Source: an optimization exercise on an open RTL-to-GDS flow (aim: small area). Production flows keep margins and buffers that such runs may drop. The RTL was checked by simulation tests, not by an equivalence proof against the original design. Power and IR drop assume default switching activity.

==> constraint.sdc <==
create_clock -name core_clock -period 8.0 [get_ports {clk}]
set_input_delay 1.6000 -clock core_clock [delete_from_list [all_inputs] [get_ports {clk}]]
set_output_delay 1.6000 -clock core_clock [all_outputs]
set_load 0.01 [all_outputs]
==> flow/abc_area.script <==
strash
ifraig
scorr
dc2
strash
dch -f
amap
topo
==> standard.sh <==
#!/bin/bash
# synth_recipe.tcl (not shown) runs the flow's synth.tcl, then flattens the netlist and writes it again
# the make line also repeats each setting of config.mk as NAME=value (left out here)
make -C /OpenROAD-flow-scripts/flow DESIGN_CONFIG=/design/flow/config.mk WORK_HOME=/design/flow/orfs CLKGATE_MAP_FILE= SYNTH_SCRIPT=/design/flow/synth_recipe.tcl "${@:-finish}"
==> design.v <==
module grip_core (
    input  wire        clk,
    input  wire        rst,
    input  wire        clk_in,
    input  wire        data_in,
    input  wire        edge_evt,
    input  wire        edge_src,
    input  wire        dec_en,
    input  wire        rd_req,
    input  wire [3:0]  rd_addr,
    output wire [15:0] rd_data
);
    reg  [1:0]  v;
    reg         wg;       
    reg  [4:0]  cnt;
    reg  [15:0] acc;      
    reg  [3:0]  c;        
    wire is_clk = clk_in ^ v[0];
    wire is_gap = ~clk_in & ~v[0] & (data_in ^ v[1]) & wg;
    wire enq    = edge_evt & is_gap & (cnt == 5'd20);
    wire bit_in = edge_evt & is_clk;
    always @(posedge clk) begin
        if (bit_in & ~cnt[4])
            acc <= {acc[14:0], data_in};
        if (bit_in) begin
            if (cnt == 5'd0)
                c <= {3'b000, data_in};
            else
                c <= {c[2], c[1] ^ c[3], c[0] ^ c[3], c[3] ^ data_in};
        end
    end
    always @(posedge clk) begin
        if (rst) begin
            v   <= 2'b00;
            wg  <= 1'b0;
            cnt <= 5'd0;
        end else if (edge_evt) begin
            if (is_clk) begin
                if (cnt != 5'd31)
                    cnt <= cnt + 5'd1;
            end else if (is_gap) begin
                cnt <= 5'd0;
            end
            wg <= ~v[0] & (data_in ^ v[1]);
            v  <= {data_in, clk_in};
        end
    end
    wire [15:0] p   = acc;            
    wire        ok  = (c == 4'd0);
    wire [1:0] t1 = {~p[1] & p[0], p[1] ^ p[0]};     
    wire [1:0] t2 = {~p[2] & p[3], p[2] ^ p[3]};     
    wire [1:0] t3 = {~p[5] & p[4], p[5] ^ p[4]};     
    wire [1:0] t4 = {~p[6] & p[7], p[6] ^ p[7]};     
    reg  [4:0] kc;
    always @(*) begin
        if (t3 == 2'b00)
            kc = {1'b0, t1, t2};
        else if (t2 != 2'b11)
            kc = {1'b1, t3[1], t1, t2[0]};
        else if (t1 != 2'b11)
            kc = {1'b1, t3[1], 2'b10, t1[0]};
        else
            kc = {3'b010, t3[1], 1'b0};
    end
    reg [13:0] enq_code;
    always @(*) begin
        if (!ok)
            enq_code = {6'd0, 5'b01001, 3'b111};
        else case (p[15:14])
            2'd0:    enq_code = {p[13:2], 2'b00};
            2'd1:    enq_code = {p[13:2], 2'b01};
            2'd3:    enq_code = {p[13:3], 3'b011};
            default: enq_code = t4[1] ? {p[13:8], kc, 3'b111}
                                      : {p[13:8], kc, t4[0], 2'b10};
        endcase
    end
    reg [13:0] q [0:9];
    reg [3:0]  count;
    wire full   = (count == 4'd10);
    wire empty  = (count == 4'd0);
    wire do_enq = enq & ~full;
    wire do_deq = dec_en & ~empty;
    integer i;
    always @(posedge clk) begin
        if (do_enq) begin
            q[0] <= enq_code;
            for (i = 1; i < 10; i = i + 1)
                q[i] <= q[i-1];
        end
    end
    always @(posedge clk) begin
        if (rst)
            count <= 4'd0;
        else if (do_enq & ~do_deq)
            count <= count + 4'd1;
        else if (do_deq & ~do_enq)
            count <= count - 4'd1;
    end
    reg [13:0] e;
    always @(*) begin
        e = 14'd0;
        for (i = 0; i < 10; i = i + 1)
            e = e | (q[i] & {14{count == i + 1}});
    end
    wire [4:0] ek  = e[7:3];
    wire       rej = (ek == 5'b01001);
    wire wr0 = do_deq & (e[1:0] == 2'b00);
    wire wr1 = do_deq & (e[1:0] == 2'b01);
    wire wr3 = do_deq & (e[2:0] == 3'b011);
    wire wr2 = do_deq & ((e[1:0] == 2'b10) | ((e[2:0] == 3'b111) & ~rej));
    reg [5:0]  x_r, yn_r, lt_r, rt_r, thr_r;
    reg [4:0]  dk_r;      
    reg [1:0]  dpady_p;   
    reg [10:0] btn_r;
    reg [3:0]  init_r;
    always @(posedge clk) begin
        if (wr0) begin
            x_r  <= e[7:2];
            yn_r <= e[13:8];
        end
        if (wr1) begin
            lt_r <= e[7:2];
            rt_r <= e[13:8];
        end
        if (wr2) begin
            thr_r   <= e[13:8];
            dk_r    <= ek;
            dpady_p <= e[0] ? 2'b11 : {1'b0, e[2]};
        end
        if (wr3)
            btn_r <= e[13:3];
    end
    always @(posedge clk) begin
        if (rst)
            init_r <= 4'd0;
        else
            init_r <= init_r | {wr3, wr2, wr1, wr0};
    end
    wire [10:0] sel;
    genvar k;
    generate
        for (k = 0; k < 11; k = k + 1) begin : g_sel
            assign sel[k] = ~rst & (rd_addr == k);
        end
    endgenerate
    wire s0 = init_r[0], s1 = init_r[1], s2 = init_r[2], s3 = init_r[3];
    reg [1:0] d1, d2, d3;
    always @(*) begin
        if (!dk_r[4]) begin
            if (dk_r[3:2] == 2'b10) begin
                d1 = 2'b11;
                d2 = 2'b11;
                d3 = {dk_r[1], 1'b1};
            end else begin
                d1 = dk_r[3:2];
                d2 = dk_r[1:0];
                d3 = 2'b00;
            end
        end else begin
            d3 = {dk_r[3], 1'b1};
            if (dk_r[2:1] == 2'b10) begin
                d1 = {1'b0, dk_r[0]};
                d2 = 2'b11;
            end else begin
                d1 = dk_r[2:1];
                d2 = {1'b0, dk_r[0]};
            end
        end
    end
    wire [1:0] hatx_p = d1, haty_p = d2, dpadx_p = d3;
    wire [1:0] dp = ({2{sel[5]}} & hatx_p)  | ({2{sel[6]}} & haty_p) |
                    ({2{sel[7]}} & dpadx_p) | ({2{sel[8]}} & dpady_p);
    wire [1:0] dv = dp & {2{s2}};
    wire [10:0] rd_val =
          ({11{sel[0] & s0}} & {5'd0, x_r})
        | ({11{sel[1] & s0}} & {5'd0, ~yn_r})
        | ({11{sel[2] & s1}} & {5'd0, lt_r})
        | ({11{sel[3] & s1}} & {5'd0, rt_r})
        | ({11{sel[4] & s2}} & {5'd0, thr_r})
        | {9'd0, dv}
        | ({11{sel[9] & s3}} & btn_r)
        | ({11{sel[10]}}     & {7'd0, init_r});
    reg [10:0] rd_q;
    always @(posedge clk) begin
        if (rst | rd_req)
            rd_q <= rd_val;
    end
    assign rd_data = {5'd0, rd_q};
endmodule
==> config.mk <==
export PLATFORM = sky130hd
export DESIGN_NAME = grip_core
export DESIGN_NICKNAME = grip_core
export VERILOG_FILES = /design/flow/design.v
export SDC_FILE = /design/flow/constraint.sdc
export NUM_CORES = 4
export LEC_CHECK = 0
export ABC_AREA = 1
export CAP_MARGIN = 20
export CORE_MARGIN = 2
export CORE_UTILIZATION = 70
export CTS_BUF_LIST = sky130_fd_sc_hd__clkbuf_16
export CTS_CLUSTER_DIAMETER = 80
export CTS_CLUSTER_SIZE = 30
export SLEW_MARGIN = 20
==> flow/run.sh <==
#!/bin/bash
# Own flow: the standard layout (standard.sh) with these changes:
#  - synthesis: the ABC script ORFS uses for ABC_AREA=1 is replaced by
#    flow/abc_area.script (area mapping, no buffering or upsizing), and
#    no adder extraction (ADDER_MAP_FILE empty), so ABC maps adders too;
#  - after synthesis, the larger plain buffers (buf_4 and up) are not used,
#    so repair uses the small ones;
#  - port buffers are buf_1 cells;
#  - CTS inserts no dummy loads and its root buffer is clkbuf_4.
# The registers Yosys makes, the floorplan, power grid and tap cells are
# the standard flow's.
set -euo pipefail
W=$PWD
mkdir -p "$W/scripts_mod"
cp -r "$FLOW_HOME/scripts/." "$W/scripts_mod/"
cp "$W/flow/abc_area.script" "$W/scripts_mod/abc_area.script"
PLATFORM_DONT_USE="sky130_fd_sc_hd__probe_p_8 sky130_fd_sc_hd__probec_p_8
 sky130_fd_sc_hd__lpflow_bleeder_1 sky130_fd_sc_hd__lpflow_clkbufkapwr_1
 sky130_fd_sc_hd__lpflow_clkbufkapwr_16 sky130_fd_sc_hd__lpflow_clkbufkapwr_2
 sky130_fd_sc_hd__lpflow_clkbufkapwr_4 sky130_fd_sc_hd__lpflow_clkbufkapwr_8
 sky130_fd_sc_hd__lpflow_clkinvkapwr_1 sky130_fd_sc_hd__lpflow_clkinvkapwr_16
 sky130_fd_sc_hd__lpflow_clkinvkapwr_2 sky130_fd_sc_hd__lpflow_clkinvkapwr_4
 sky130_fd_sc_hd__lpflow_clkinvkapwr_8 sky130_fd_sc_hd__lpflow_decapkapwr_12
 sky130_fd_sc_hd__lpflow_decapkapwr_3 sky130_fd_sc_hd__lpflow_decapkapwr_4
 sky130_fd_sc_hd__lpflow_decapkapwr_6 sky130_fd_sc_hd__lpflow_decapkapwr_8
 sky130_fd_sc_hd__lpflow_inputiso0n_1 sky130_fd_sc_hd__lpflow_inputiso0p_1
 sky130_fd_sc_hd__lpflow_inputiso1n_1 sky130_fd_sc_hd__lpflow_inputiso1p_1
 sky130_fd_sc_hd__lpflow_inputisolatch_1 sky130_fd_sc_hd__lpflow_isobufsrc_1
 sky130_fd_sc_hd__lpflow_isobufsrc_16 sky130_fd_sc_hd__lpflow_isobufsrc_2
 sky130_fd_sc_hd__lpflow_isobufsrc_4 sky130_fd_sc_hd__lpflow_isobufsrc_8
 sky130_fd_sc_hd__lpflow_isobufsrckapwr_16
 sky130_fd_sc_hd__lpflow_lsbuf_lh_hl_isowell_tap_1
 sky130_fd_sc_hd__lpflow_lsbuf_lh_hl_isowell_tap_2
 sky130_fd_sc_hd__lpflow_lsbuf_lh_hl_isowell_tap_4
 sky130_fd_sc_hd__lpflow_lsbuf_lh_isowell_4
 sky130_fd_sc_hd__lpflow_lsbuf_lh_isowell_tap_1
 sky130_fd_sc_hd__lpflow_lsbuf_lh_isowell_tap_2
 sky130_fd_sc_hd__lpflow_lsbuf_lh_isowell_tap_4"
BIG_BUFS="sky130_fd_sc_hd__buf_4 sky130_fd_sc_hd__buf_6 sky130_fd_sc_hd__buf_8
 sky130_fd_sc_hd__buf_12 sky130_fd_sc_hd__buf_16"
COMMON=(SCRIPTS_DIR="$W/scripts_mod" ADDER_MAP_FILE=)
bash "$W/standard.sh" "${COMMON[@]}" synth > "$W/standard_synth.log" 2>&1
bash "$W/standard.sh" "${COMMON[@]}" \
    "DONT_USE_CELLS=$(echo $PLATFORM_DONT_USE $BIG_BUFS)" \
    "BUFFER_PORTS_ARGS=-buffer_cell sky130_fd_sc_hd__buf_1" \
    "CTS_ARGS=-sink_clustering_enable -repair_clock_nets -sink_clustering_size 30 -sink_clustering_max_diameter 80 -buf_list sky130_fd_sc_hd__clkbuf_16 -dont_use_dummy_load -root_buf sky130_fd_sc_hd__clkbuf_4" \
    finish > "$W/standard_flow.log" 2>&1
==> results_dict.tcl <==
set metrics [dict create \
    vias_per_cell 6.65 \
    synth_top_area_share 0.752 \
    min-delay-path-class "reg -> reg" \
    fillCellCount 705 \
    area_growth_pct 7.76 \
    r2r_slack_ns 3.77 \
    start_util 0.722 \
    yosysTopAreaCell "edfxtp_1" \
    tightestPinTransition_ns 0.933 \
    fin_cells 764 \
    critPathKind "reg -> reg" \
    clk_latency_ns 0.57 \
    drc_errors 0 \
    critPathLaunch "count[3]" \
    worstPathMaxFanout 9 \
    grt.total_usage 0.254 \
    rsz0062_at_grt "no" \
    syn-instance-count 549 \
    post_cts_buffers 0 \
    fin_ws_ns 3.77 \
    worst_setup_path_end_kind "register" \
    first_iter_violations 957 \
    synth_area_leaders "edfxtp_1 (75%), a222oi_1 (5.2%), dfxtp_1 (3.7%)" \
    core_area_um2 12100 \
    antenna_found_initial 0 \
    ir_worst_vdd_v 0.000188 \
    arrival_ns 4.47 \
    fp-row-count 40 \
    multi_input_comb_area_um2 1720 \
    cts_buffers 11 \
    grt_max_degree 122 \
    path_clk_slew_ns 0.11 \
    grt_pass1_vias 4784 \
    grt_remaining_overflow 0 \
    seq_area_um2 6900 \
    routedWlPerCell_um 21.8 \
    crit_slowest_cell "nor3_2" \
    cts_resized 0 \
    synth_cell_types 38 \
    dp.cells 753 \
    antennaDiodeCount 0 \
    max-clock-path-buffers 3 \
    cp.required_ns 8.25 \
    cts_tree "yes" \
    path_cells "clkinv_1, nor3_2, dlygate4sd1_1, a222oi_1, nand4_1, nand3b_1, o31ai_1, a21oi_1, dlygate4sd1_1" \
    cts.hold.buffers_added 0 \
    fin_tns_setup_ns 0 \
    period_share 0.529 \
    fmax_ghz 0.236 \
    max_stage_delay_ns 0.77 \
    final_area_um2 9420 \
    final.setup_skew_ns 0.0347 \
    dieHeight_um 116 \
    grt_pass1_wl_um 25600 \
    crit_buf_inv 3 \
    crit_family "buffers and inverters" \
    die_width_um 116 \
    drt-total-wl_um 16600 \
    worstHoldStart "q[5][13]" \
    timing.rr.start "count[3]" \
    crit_top_cell "dlygate4sd1_1" \
    place.gp.congestion 0.839 \
    synthesis.area_um2 8740 \
    dr_total_vias 5080 \
    clock_sinks 235 \
    portBuffers 21 \
    holdWs_ns 0.442 \
    hold_viol 0 \
    detail-route-antenna-nets 0 \
    finalMaxSlewViolations 0 \
    avgSynthCellArea_um2 15.9 \
    run_status "complete, no violations" \
    ys_ff_latch 235 \
    power.density_nw_per_um2 270 \
    period_needed_ns 4.23 \
    drive_gt1_frac 0.0285 \
    root_buffer "clkbuf_4" \
    async_flop_share 0 \
    final_nets 610 \
    setup_viol 0 \
    drt_pass1_iterations 8 \
    synthFlopType "edfxtp_1" \
    dp_hpwl_um 10900 \
    startpoint_type "register" \
    yosysWarningCount 2 \
    synth_edf_count 219 \
    slew_headroom 0.373 \
    ys_seq_area_frac 0.789 \
    htree_levels 1 \
    placed_area_um2 9200 \
    drv_cap 0 \
    dieArea_um2 13400 \
    place_ws_ns 3.61 \
    io_pins 28 \
    p_leak_nw 2.94 \
]
[Yosys cell counts, types with 4 or more instances]
master,n
o21ai_0,14
nand2_1,38
a21oi_1,8
or2_0,5
or3_1,7
a222oi_1,45
nand4_1,14
a221oi_1,5
dfxtp_1,16
clkinv_1,38
nor3_1,17
edfxtp_1,219
nor4_1,4
nor2_1,52
a22oi_1,7
buf_4,5
a211oi_1,7
nor2b_1,14
[layer usage]
metal,track usage,vias to the layer above,share of wire,wire length (um)
met5,0,-,0,0
met2,0.421,257,0.49,8170
met3,0.0403,19,0.085,1410
met4,0.0603,0,0.014,241
li1,-,2306,-,-
met1,0.366,2498,0.41,6810
[layout by cell type, fill, tap and decap left out, drive strengths merged, types with 4 or more instances in the layout]
cell type,instances
a22oi,7
or3,7
a21oi,8
edfxtp,219
nor4,4
or2,5
nor2b,14
dfxtp,16
clkbuf,11
buf,21
a222oi,45
o21ai,14
nand4,14
dlygate4sd1,15
nor3,17
a211oi,7
a221oi,5
clkinv,38
nand2,38
nor2,52
conb,5
[cell type report]
class                      instances  share of cell area
sequential                       235               0.732
multi-input combinational        275               0.183
inverter                          38              0.0151
tap                              168              0.0223
timing repair buffer              37              0.0243
clock buffer                      11              0.0236
[sequential cells by signal, summed over array words and instances (netlist names)]
signal,count
rt_r,6
dk_r,5
count,4
thr_r,6
cnt,5
v,2
c,4
btn_r,11
dpady_p,2
rd_q,11
yn_r,6
lt_r,6
wg,1
acc,16
init_r,4
q,140
x_r,6
[power by group]
part	switching (W)	total, W	internal (W)
combinational	0.000338	0.000475	0.000137
sequential	0.0000451	0.00155	0.00150
clock	0.000320	0.000517	0.000198
total	0.000703	0.00254	0.00184
[cell families (layout without fill, tap and decap cells)]
group	after synthesis	after routing	synth area share
AOI/OAI and AO/OA	111	111	0.105
DFF	235	235	0.789
other	1	5	0.000429
buffers and inverters	43	86	0.0206
and+or+nand+nor	159	159	0.0857
[path summary, 6_finish.rpt]
path,to,cells after the start
worst max-delay path,thr_r[4],9
worst min-delay path,q[6][13],0
worst max register to register,thr_r[4],9
worst min register to register,q[6][13],0
[per-stage QoR]
stage                     power [W]   util
after floorplan             0.00186      -
after global placement      0.00203  0.760
after detailed placement    0.00205  0.760
after CTS                   0.00255  0.778
after global routing        0.00264  0.778
final                       0.00254  0.778

## re-timing with driven ports
The results above use ideal ports. As a check the final layout listed here was re-extracted and re-timed, cells and wires unchanged. Step 1 (the two cells are an assumption about what drives the block):
set clk [get_ports {clk}]
set_driving_cell -lib_cell sky130_fd_sc_hd__clkbuf_16 $clk
set_driving_cell -lib_cell sky130_fd_sc_hd__buf_2 [delete_from_list [all_inputs] $clk]
Step 2 times the ports against the registers' clock, not the clock port: input delays grow and output delays shrink by t, the midpoint of the rising clock arrivals with the driver on. Slacks: no drivers / after step 1 / after step 2; pairs: no drivers / after step 1.
shift t [ns]: 0.593
slack for setup (ns): 3.771 / 3.771 / 3.583
pins driven straight from the clock port: 1
After both steps this run still meets setup and hold. For this run, drivers alone change the setup slack by 0.000 ns; drivers and shift together by -0.188 ns.
